From an optimization exercise on the open Yosys and OpenROAD flow, aimed at small area; shortcuts taken in it are not production practice. The RTL was checked by simulation tests, not by an equivalence proof against the original design.

<file path="flow/design.v">
module ck16v #(
    parameter integer ENC_W              = 32,
    parameter integer CNT_W              = 32,
    parameter integer ANGLE_MIN          = -160,
    parameter integer ANGLE_MAX          = 25,
    parameter integer CAL_DUTY           = 50,
    parameter integer CAL_TOL            = 2,
    parameter integer CAL_STABLE_N       = 10,
    parameter integer CAL_SETTLE_TICKS   = 100,
    parameter integer CAL_TIMEOUT_TICKS  = 0,
    parameter integer SEEK_TOL           = 3,
    parameter integer SEEK_DUTY_PROP     = 0,     
    parameter integer SEEK_DUTY          = 50,
    parameter integer KP                 = 1,
    parameter integer DRIVE_TICKS        = 5,
    parameter integer STOP_TICKS         = 5,
    parameter integer SEEK_TIMEOUT_TICKS = 0
) (
    input  wire              clk,
    input  wire              rst,
    input  wire              tick,
    input  wire [ENC_W-1:0]  enc_pos,
    input  wire              dec_req,
    input  wire              frame_present,
    input  wire [95:0]       fb,
    output wire              dec_ack,
    output wire              result_valid,
    output wire [7:0]        result_code,
    input  wire              cal_req,
    output wire              cal_ack,
    output wire              speed_set_stb,
    output wire [7:0]        speed_set_id,
    output wire [7:0]        speed_set_pct,
    output wire [7:0]        speed_set_dir,
    output wire              angle_set_stb,
    output wire [15:0]       angle_set_angle,
    output wire [7:0]        angle_set_dir,
    output wire              horn_stb,
    output wire [16:0]       horn_ms,
    output wire              light_stb,
    output wire [1:0]        light_ch,
    output wire              light_on,
    input  wire [31:0]       enc_payload,
    input  wire [7:0]        enc_id,
    output wire [95:0]       enc_frame,
    output wire [15:0]       enc_ck,
    output wire              busy,
    output wire              calibrated,
    output wire [1:0]        ctl_state,
    output wire [2:0]        ctl_status,
    output wire [6:0]        act_duty,
    output wire              act_dir
);
    localparam [1:0] S_UNCAL = 2'd0, S_CALIB = 2'd1, S_READY = 2'd2, S_SEEK = 2'd3;
    localparam [1:0] SUB_SWEEP_MIN = 2'd0, SUB_SETTLE = 2'd1, SUB_SWEEP_MAX = 2'd2;
    localparam [1:0] SUB_SAMPLE    = 2'd0, SUB_DRIVE  = 2'd1, SUB_STOP      = 2'd2;
    localparam [2:0] ST_NONE = 3'd0, ST_CAL_OK = 3'd1, ST_SEEK_OK = 3'd2,
                     ST_NOT_CALIBRATED = 3'd3, ST_RANGE_FAULT = 3'd4,
                     ST_CAL_TIMEOUT = 3'd5, ST_SEEK_TIMEOUT = 3'd6;
    localparam [7:0] RC_OK = 8'd0, RC_NULL = 8'd1, RC_SENTINEL = 8'd2,
                     RC_CHECKSUM = 8'd3, RC_UNKNOWN_CMD = 8'd4,
                     RC_MOTOR_ID = 8'd5, RC_MOTOR_SPEED = 8'd6,
                     RC_MOTOR_DIR = 8'd7, RC_ANGLE = 8'd8,
                     RC_HORN_DURATION = 8'd9, RC_LIGHT_CODE = 8'd10;
    function [15:0] sum16;
        input [7:0] b0, b1, b2, b3, b4, b5;
        begin
            sum16 = {8'd0, b0} + {8'd0, b1} + {8'd0, b2}
                  + {8'd0, b3} + {8'd0, b4} + {8'd0, b5};
        end
    endfunction
    wire [15:0] enc_sum = sum16(enc_payload[7:0], enc_payload[15:8],
                                enc_payload[23:16], enc_payload[31:24],
                                enc_id, 8'd1);
    assign enc_ck    = enc_sum;
    assign enc_frame = {16'h0D0A, enc_sum, 8'd1, enc_payload, enc_id, 16'hAA55};
    reg [1:0]              state;
    reg [1:0]              sub;
    reg [2:0]              status;
    reg signed [ENC_W-1:0] enc_min, enc_max, enc_center;
    reg signed [ENC_W:0]   target;
    reg signed [ENC_W-1:0] db_last;
    reg                    db_valid;
    reg [CNT_W-1:0]        db_cnt;
    reg [CNT_W-1:0]        pace;
    reg [CNT_W-1:0]        tmo;
    reg [6:0]              duty;
    reg                    dir;
    wire idle = ~state[0];
    assign busy       = state[0];
    assign calibrated = state[1];
    assign ctl_state  = state;
    assign ctl_status = status;
    assign act_duty   = duty;
    assign act_dir    = dir;
    wire [15:0] f_start = fb[15:0];
    wire [7:0]  f_id    = fb[23:16];
    wire [7:0]  p0      = fb[31:24];
    wire [7:0]  p1      = fb[39:32];
    wire [7:0]  p2      = fb[47:40];
    wire [7:0]  p3      = fb[55:48];
    wire [7:0]  f_count = fb[63:56];
    wire [15:0] f_cks   = fb[79:64];
    wire [15:0] f_end   = fb[95:80];
    wire [15:0]       dec_sum = sum16(p0, p1, p2, p3, f_id, f_count);
    wire signed [15:0] angle  = {p2, p1};
    wire signed [7:0]  horn_s = p1;
    reg [7:0] rc;
    always @(*) begin
        if (!frame_present)
            rc = RC_NULL;
        else if (f_start != 16'hAA55 || f_end != 16'h0D0A)
            rc = RC_SENTINEL;
        else if (dec_sum != f_cks)
            rc = RC_CHECKSUM;
        else begin
            case (f_id)
                8'd1: begin
                    if (p0 != 8'd1 && p0 != 8'd2)      rc = RC_MOTOR_ID;
                    else if (p1 > 8'd100)              rc = RC_MOTOR_SPEED;
                    else if (p2 != 8'd0 && p2 != 8'd1) rc = RC_MOTOR_DIR;
                    else                               rc = RC_OK;
                end
                8'd2: begin
                    if (angle < ANGLE_MIN || angle > ANGLE_MAX) rc = RC_ANGLE;
                    else                                        rc = RC_OK;
                end
                8'd3: begin
                    if (horn_s < 0) rc = RC_HORN_DURATION;
                    else            rc = RC_OK;
                end
                8'd4: begin
                    if (p1 > 8'd7) rc = RC_LIGHT_CODE;
                    else           rc = RC_OK;
                end
                8'd5:    rc = RC_OK;
                default: rc = RC_UNKNOWN_CMD;
            endcase
        end
    end
    assign cal_ack      = ~rst & idle & cal_req;
    assign dec_ack      = ~rst & idle & ~cal_req & dec_req;
    assign result_valid = dec_ack;
    assign result_code  = dec_ack ? rc : 8'd0;
    wire dec_ok = dec_ack && (rc == RC_OK);
    assign speed_set_stb   = dec_ok && (f_id == 8'd1);
    assign speed_set_id    = p0;
    assign speed_set_pct   = p1;
    assign speed_set_dir   = p2;
    assign angle_set_stb   = dec_ok && (f_id == 8'd2);
    assign angle_set_angle = angle;
    assign angle_set_dir   = p3;
    assign horn_stb        = dec_ok && (f_id == 8'd3);
    assign horn_ms         = {10'd0, p1[6:0]} * 17'd1000;
    assign light_stb       = dec_ok && (f_id == 8'd4);
    assign light_ch        = p1[2:1];
    assign light_on        = ~p1[0];
    wire signed [7:0]        a_clamp = (angle < 0)   ? 8'sd0  :
                                       (angle > 90)  ? 8'sd90 : angle[7:0];
    wire signed [ENC_W:0]    range   = enc_max - enc_min;
    wire signed [ENC_W+8:0]  prod    = a_clamp * range;
    wire signed [ENC_W+8:0]  prod_h  = prod / 2;
    wire signed [ENC_W+8:0]  half    = prod_h / 90;
    wire signed [ENC_W+8:0]  tgt_cw  = enc_center + half;
    wire signed [ENC_W+8:0]  tgt_ccw = enc_center - half;
    wire                     goto_cw = (p3 == 8'd1);
    wire signed [ENC_W-1:0] e = enc_pos;
    wire signed [ENC_W:0]   db_diff  = e - db_last;
    wire [ENC_W:0]          db_abs   = db_diff[ENC_W] ? -db_diff : db_diff;
    wire                    db_match = db_valid && (db_abs <= CAL_TOL);
    wire [CNT_W-1:0]        db_next  = db_match ? db_cnt + 1'b1 : {CNT_W{1'b0}};
    wire                    db_found = (db_next >= CAL_STABLE_N);
    wire signed [ENC_W:0]   ctr_sum  = enc_min + e;
    wire signed [ENC_W:0]   ctr_half = ctr_sum / 2;
    wire signed [ENC_W+1:0] err      = e - target;
    wire [ENC_W+1:0]        err_abs  = err[ENC_W+1] ? -err : err;
    wire                    in_tol   = (err_abs <= SEEK_TOL);
    wire                    out_rng  = (target < enc_min) || (target > enc_max);
    wire [ENC_W+8:0]        kp_prod  = err_abs * KP;
    wire [6:0]              seek_duty = (SEEK_DUTY_PROP == 0) ? SEEK_DUTY[6:0] :
                                        (kp_prod > 100) ? 7'd100 : kp_prod[6:0];
    wire cal_tmo  = (CAL_TIMEOUT_TICKS  != 0) && (tmo + 1'b1 > CAL_TIMEOUT_TICKS);
    wire seek_tmo = (SEEK_TIMEOUT_TICKS != 0) && (tmo + 1'b1 > SEEK_TIMEOUT_TICKS);
    always @(posedge clk) begin
        if (rst) begin
            state      <= S_UNCAL;
            sub        <= 2'd0;
            status     <= ST_NONE;
            enc_min    <= 0;
            enc_max    <= 0;
            enc_center <= 0;
            target     <= 0;
            db_last    <= 0;
            db_valid   <= 1'b0;
            db_cnt     <= 0;
            pace       <= 0;
            tmo        <= 0;
            duty       <= 7'd0;
            dir        <= 1'b0;
        end else if (idle) begin
            if (cal_req) begin
                state    <= S_CALIB;
                sub      <= SUB_SWEEP_MIN;
                db_valid <= 1'b0;
                db_cnt   <= 0;
                pace     <= 0;
                tmo      <= 0;
                dir      <= 1'b0;
                duty     <= CAL_DUTY[6:0];
                status   <= ST_NONE;
            end else if (angle_set_stb) begin
                if (state == S_UNCAL) begin
                    status <= ST_NOT_CALIBRATED;
                end else begin
                    target <= goto_cw ? tgt_cw[ENC_W:0] : tgt_ccw[ENC_W:0];
                    state  <= S_SEEK;
                    sub    <= SUB_SAMPLE;
                    pace   <= 0;
                    tmo    <= 0;
                    status <= ST_NONE;
                end
            end
        end else if (tick) begin
            if (state == S_CALIB) begin
                if (sub == SUB_SETTLE) begin
                    if (pace + 1'b1 >= CAL_SETTLE_TICKS) begin
                        sub  <= SUB_SWEEP_MAX;
                        dir  <= 1'b1;
                        duty <= CAL_DUTY[6:0];
                        pace <= 0;
                    end else begin
                        pace <= pace + 1'b1;
                    end
                end else if (cal_tmo) begin
                    duty     <= 7'd0;
                    db_valid <= 1'b0;
                    db_cnt   <= 0;
                    tmo      <= 0;
                    pace     <= 0;
                    state    <= S_UNCAL;
                    sub      <= 2'd0;
                    status   <= ST_CAL_TIMEOUT;
                end else if (db_found) begin
                    duty     <= 7'd0;
                    db_valid <= 1'b0;
                    db_cnt   <= 0;
                    tmo      <= 0;
                    pace     <= 0;
                    if (sub == SUB_SWEEP_MIN) begin
                        enc_min <= e;
                        sub     <= SUB_SETTLE;
                    end else begin
                        enc_max    <= e;
                        enc_center <= ctr_half[ENC_W-1:0];
                        state      <= S_READY;
                        sub        <= 2'd0;
                        status     <= ST_CAL_OK;
                    end
                end else begin
                    db_last  <= e;
                    db_valid <= 1'b1;
                    db_cnt   <= db_next;
                    if (CAL_TIMEOUT_TICKS != 0) tmo <= tmo + 1'b1;
                end
            end else begin
                if (seek_tmo) begin
                    duty   <= 7'd0;
                    state  <= S_READY;
                    sub    <= 2'd0;
                    pace   <= 0;
                    tmo    <= 0;
                    status <= ST_SEEK_TIMEOUT;
                end else if (sub == SUB_SAMPLE) begin
                    if (out_rng || in_tol) begin
                        duty   <= 7'd0;
                        state  <= S_READY;
                        sub    <= 2'd0;
                        pace   <= 0;
                        tmo    <= 0;
                        status <= out_rng ? ST_RANGE_FAULT : ST_SEEK_OK;
                    end else begin
                        dir  <= err[ENC_W+1];
                        duty <= seek_duty;
                        sub  <= SUB_DRIVE;
                        pace <= 0;
                        if (SEEK_TIMEOUT_TICKS != 0) tmo <= tmo + 1'b1;
                    end
                end else if (sub == SUB_DRIVE) begin
                    if (pace + 1'b1 >= DRIVE_TICKS) begin
                        duty <= 7'd0;
                        sub  <= SUB_STOP;
                        pace <= 0;
                    end else begin
                        pace <= pace + 1'b1;
                    end
                    if (SEEK_TIMEOUT_TICKS != 0) tmo <= tmo + 1'b1;
                end else begin
                    if (pace + 1'b1 >= STOP_TICKS) begin
                        sub  <= SUB_SAMPLE;
                        pace <= 0;
                    end else begin
                        pace <= pace + 1'b1;
                    end
                    if (SEEK_TIMEOUT_TICKS != 0) tmo <= tmo + 1'b1;
                end
            end
        end
    end
endmodule
</file>
<file path="flow/run.sh">
#!/bin/bash
# synth_recipe.tcl (not shown) runs the flow's synth.tcl, then flattens the netlist and writes it again
# the make line also repeats each setting of config.mk as NAME=value (left out here)
make -C /OpenROAD-flow-scripts/flow DESIGN_CONFIG=/design/flow/config.mk WORK_HOME=/design/flow/orfs CLKGATE_MAP_FILE= SYNTH_SCRIPT=/design/flow/synth_recipe.tcl finish
</file>
<file path="flow/config.mk">
export PLATFORM = sky130hd
export DESIGN_NAME = ck16v
export DESIGN_NICKNAME = ck16v
export VERILOG_FILES = /design/flow/design.v
export SDC_FILE = /design/flow/constraint.sdc
export NUM_CORES = 4
export LEC_CHECK = 0
export CAP_MARGIN = 20
export CORE_MARGIN = 2
export CORE_UTILIZATION = 40
export SLEW_MARGIN = 20
</file>
<file path="flow/constraint.sdc">
create_clock -name core_clock -period 70.0 [get_ports {clk}]
set_input_delay 14.0000 -clock core_clock [delete_from_list [all_inputs] [get_ports {clk}]]
set_output_delay 14.0000 -clock core_clock [all_outputs]
set_load 0.01 [all_outputs]
</file>
==> metrics.md <==
| Metric | Value |
|---|---|
| Hold Path Class | `reg -> reg` |
| Post-synth cell types | `157` |
| Ys flop type | `dfxtp_1` |
| Crit path arrival time | `roughly 63 ns` |
| CTS max path bufs | `3` |
| Wire length on met3 | `6.774 mm` |
| Setup TNS | `0 ns` |
| # clock sinks | `between 200 and 250` |
| P&R area growth vs syn | `10.23%` |
| FP Rows | `128` |
| Max Cap Viol | `0` |
| Seq/Total Area, Yosys | `9.629%` |
| Post-synthesis compound-gate area fraction | `24.33%` |
| CTS Hold Bufs | `0` |
| Yosys reg bits | `between 200 and 250` |
| Minimum clock period | `63.03 ns` |
| First-pass GRT wire length | `241.1 mm` |
| Worst hold slack | `0.4692 ns` |
| Final ANT Viol Nets | `0` |
| Hold Vio Cnt, Final | `0` |
| Cells after Synth | `roughly 6,400` |
| Die area | `0.1250 mm2` |
| Ys async rst share | `0%` |
| Mux cell area share after synthesis | `3.772%` |
| Slew at the pin closest to its max-slew limit | `around 1.1 ns` |
| FILL cells | `12,310` |
| Worst R2R Setup Slack | `17.21 ns` |
| Die Wd | `353.5 um` |
| Worst r2r src | `enc_min[1]$_SDFFE_PP0P_` |
| DR vias | `46,270` |
| WL/cell | `18.28 um` |
| Most frequent cells in the layout | `inv_1, nor2_1, a21oi_1` |
| Slowest stage cell, crit path | `clkdlybuf4s50_1` |
| Post-DP HPWL | `about 120 mm` |
| Port Buffer Count | `322` |
| Worst endpoint required time | `70.46 ns` |
| Post-synth EDFFs | `0` |
| Placed Area | `0.05290 mm2` |
| Die Ht | `353.5 um` |
| Max-slew violation count | `0` |
| Top Layer Used | `met4` |
| Synth Area in XOR/XNOR | `9.931%` |
| Clock root cell | `clkbuf_16` |
| CTS buffer count | `27` |
| Simple-gate share of the synthesized area | `21.06%` |
| Worst-path clk slew | `0.06 ns` |
| Initial DRC Count | `around 3,300` |
| Tot GR Track Use | `23.18%` |
| CP max stage delay | `1.00 ns` |
| Initial core utilization | `between 40% and 50%` |
| Io pins | `384` |
| Met2 routed WL | `69.86 mm` |
| # nets final | `7,394` |
| Drt drc | `0` |
| Final Setup Violations | `0` |
| Detailed-router iteration count before antenna repair | `6` |
| Status | `no timing/DRC/antenna violations` |
| CTS tree | `built` |
| Post-synthesis adder-cell area fraction | `21.63%` |
| Avg Cell Area, Syn | `7.609 um2` |
| Core Region | `0.1216 mm2` |
| Pin count of the biggest net entering global routing | `101` |
| Post-route cell area | `0.05386 mm2` |
| Met1 Wirelength | `70.50 mm` |
| Clock latency (worst-skew pair) | `between 0.5 and 0.6 ns` |
| Overflow after GRT | `0` |
| Most common cell type on the critical path | `a21o_1` |
| Worst flop-to-flop path endpoint | `target[32]$_SDFFE_PP0P_` |
| Clock Skews | `about 0.03 ns` |
| Mapped Area | `0.04886 mm2` |
| Crit end category | `flip-flop` |
| Vias in the first global route | `44,200` |
| Max FO, Critical Path | `33` |
| Post-CTS Setup Bufs | `0` |
| CP endpoint | `target[32]$_SDFFE_PP0P_` |
| Register area | `0.004705 mm2` |
| PostCTS Resize Cnt | `0` |
| Leading cell type in the layout, fill and taps excluded | `inv_1` |
| RSZ-0062 raised after global routing | `no` |
| CTS H-tree depth | `1` |
| Via/cell ratio | `5.643` |
| Max Clock Freq | `15.87 MHz` |
| R2R cell count | `194` |
| Crit path kind | `in -> reg` |
| Initial antenna violation count | `3` |
| Main combinational cell family by area after synthesis | `compound AO/OA/AOI/OAI gates` |
| Crit share post-route | `90.04%` |
| Area of the multi-input gates | `approximately 0.04 mm2` |
| Fraction of layout instances using a drive strength above 1 | `5.765%` |
| Post-Route WL | `149.9 mm` |
| Synth warn | `1` |
| Setup crit start kind | `input port` |
| Slew HR | `23.84%` |
| Critical path launch point | `fb[34]` |
| GPL Wtd Cong | `0.9510` |
-- worst max-delay path, delay by kind of cell --
kind	cells	cell delay (ns)
AOI/OAI and AO/OA	96	26.56
adders and majority gates	11	4.68
and+or+nand+nor	34	10.57
buffers and inverters	9	2.44
muxes	6	2.08
xor gates and xnor gates	9	3.02
-- metal layers --
metal,global-route usage [%],vias up
met5,0,-
met3,1.490,139
met2,39.00,1183
li1,-,22640
met1,32.81,22310
met4,4.238,0
-- sequential cells by signal, summed over array words and instances (netlist names) --
signal      count
target         33
db_cnt         32
db_last        32
enc_center     32
enc_max        32
enc_min        32
pace           32
status          3
state           2
sub             2
db_valid        1
dir             1
duty            1
-- cell type report --
| class | instances | area share (%) |
|---|---|---|
| Clock inverter | 14 | 0.3322 |
| Clock buffer | 35 | 1.385 |
| Tap cell | 1625 | 3.775 |
| Antenna cell | 1 | 0.004646 |
| Sequential cell | 235 | 8.735 |
| Inverter | 669 | 4.667 |
| Timing Repair Buffer | 401 | 7.102 |
| Multi-Input combinational cell | 5220 | 74.00 |
-- cell usage after synthesis, types with 50 or more instances --
cell type  instances  area share (%)
clkbuf_1         153             1.2
o21ai_1           58            0.59
xnor2_1          384             6.9
dfxtp_1          235             9.6
nand4_1           69            0.88
a211oi_1          75             1.2
xor2_1           144             2.6
a21o_1           118             1.8
ha_1             383             9.8
mux2i_1          143             2.9
inv_1            660             5.1
nor4_1            54            0.69
or2_2             50            0.64
o21bai_1         124             1.9
a31oi_1           73            0.93
fa_1             283              12
buf_4            182             2.8
nor2_1           657             5.0
nor3_1           177             1.8
o21ai_0          201             2.1
and2_1           113             1.4
nand2_1          395             3.0
nand2b_1          52            0.67
a21oi_1          409             4.2
nand3_1          147             1.5
nor2b_1           58            0.74
and3_1            83             1.1
-- cells by family (layout without fill, tap and decap cells) --
kind of cell             after synthesis  count (layout)
XOR/XNOR                             542             542
buffers and inverters               1058            1119
AO/OA/AOI/OAI                       1665            1665
multiplexers                         174             174
other                                  2              95
adder cells (fa/ha/maj)              677             677
flip-flops                           235             235
AND/OR/NAND/NOR                     2068            2068
-- through the flow --
stage | util (%) | instances | setup slack, ns
final | 44.31 | 8200 | 6.970
after global placement | 43.51 | 8149 | 8.305
after detailed placement | 43.52 | 8150 | 7.281
after floorplan | - | 6513 | 18.23
after CTS | 44.28 | 8199 | 7.744
after global routing | 44.31 | 8200 | 3.090
-- worst min path at each step --
| stage | from | depth (start not counted) | end | slack, ns |
|---|---|---|---|---|
| after CTS | dir$_SDFFE_PP0P_ | 2 | dir$_SDFFE_PP0P_ | 0.48 |
| after global routing | db_cnt[15]$_SDFFE_PP0P_ | 1 | db_cnt[15]$_SDFFE_PP0P_ | 0.48 |
| after detailed placement | db_cnt[15]$_SDFFE_PP0P_ | 1 | db_cnt[15]$_SDFFE_PP0P_ | 0.46 |
| after global placement | db_cnt[15]$_SDFFE_PP0P_ | 1 | db_cnt[15]$_SDFFE_PP0P_ | 0.46 |
| after floorplan | db_cnt[16]$_SDFFE_PP0P_ | 1 | db_cnt[16]$_SDFFE_PP0P_ | 0.44 |
| final | dir$_SDFFE_PP0P_ | 2 | dir$_SDFFE_PP0P_ | 0.47 |

-- re-timing with driven ports --
In the flow no input, the clock included, has a driving cell. The finished layout below was timed again as built, in two steps.
Step 1: set_driving_cell puts a clkbuf_16 on clk and a buf_2 on each other input, an assumption about the parent block.
Step 2 times the ports against the registers' clock, not the clock port: input delays grow and output delays shrink by t, the midpoint of the rising clock arrivals with the driver on.
a / b / c = no drivers / after step 1 / after step 2; a / b = the first two.
shift t [ns]: 0.610
slack for setup (ns): 6.970 / 7.005 / 6.395
slew at the worst register clock pin (ns): 0.07 / 0.07
cell pins on the clock port's net: 1
After both steps setup and hold are still met in this run. For this run, drivers alone change the setup slack by +0.035 ns; drivers and shift together by -0.575 ns.
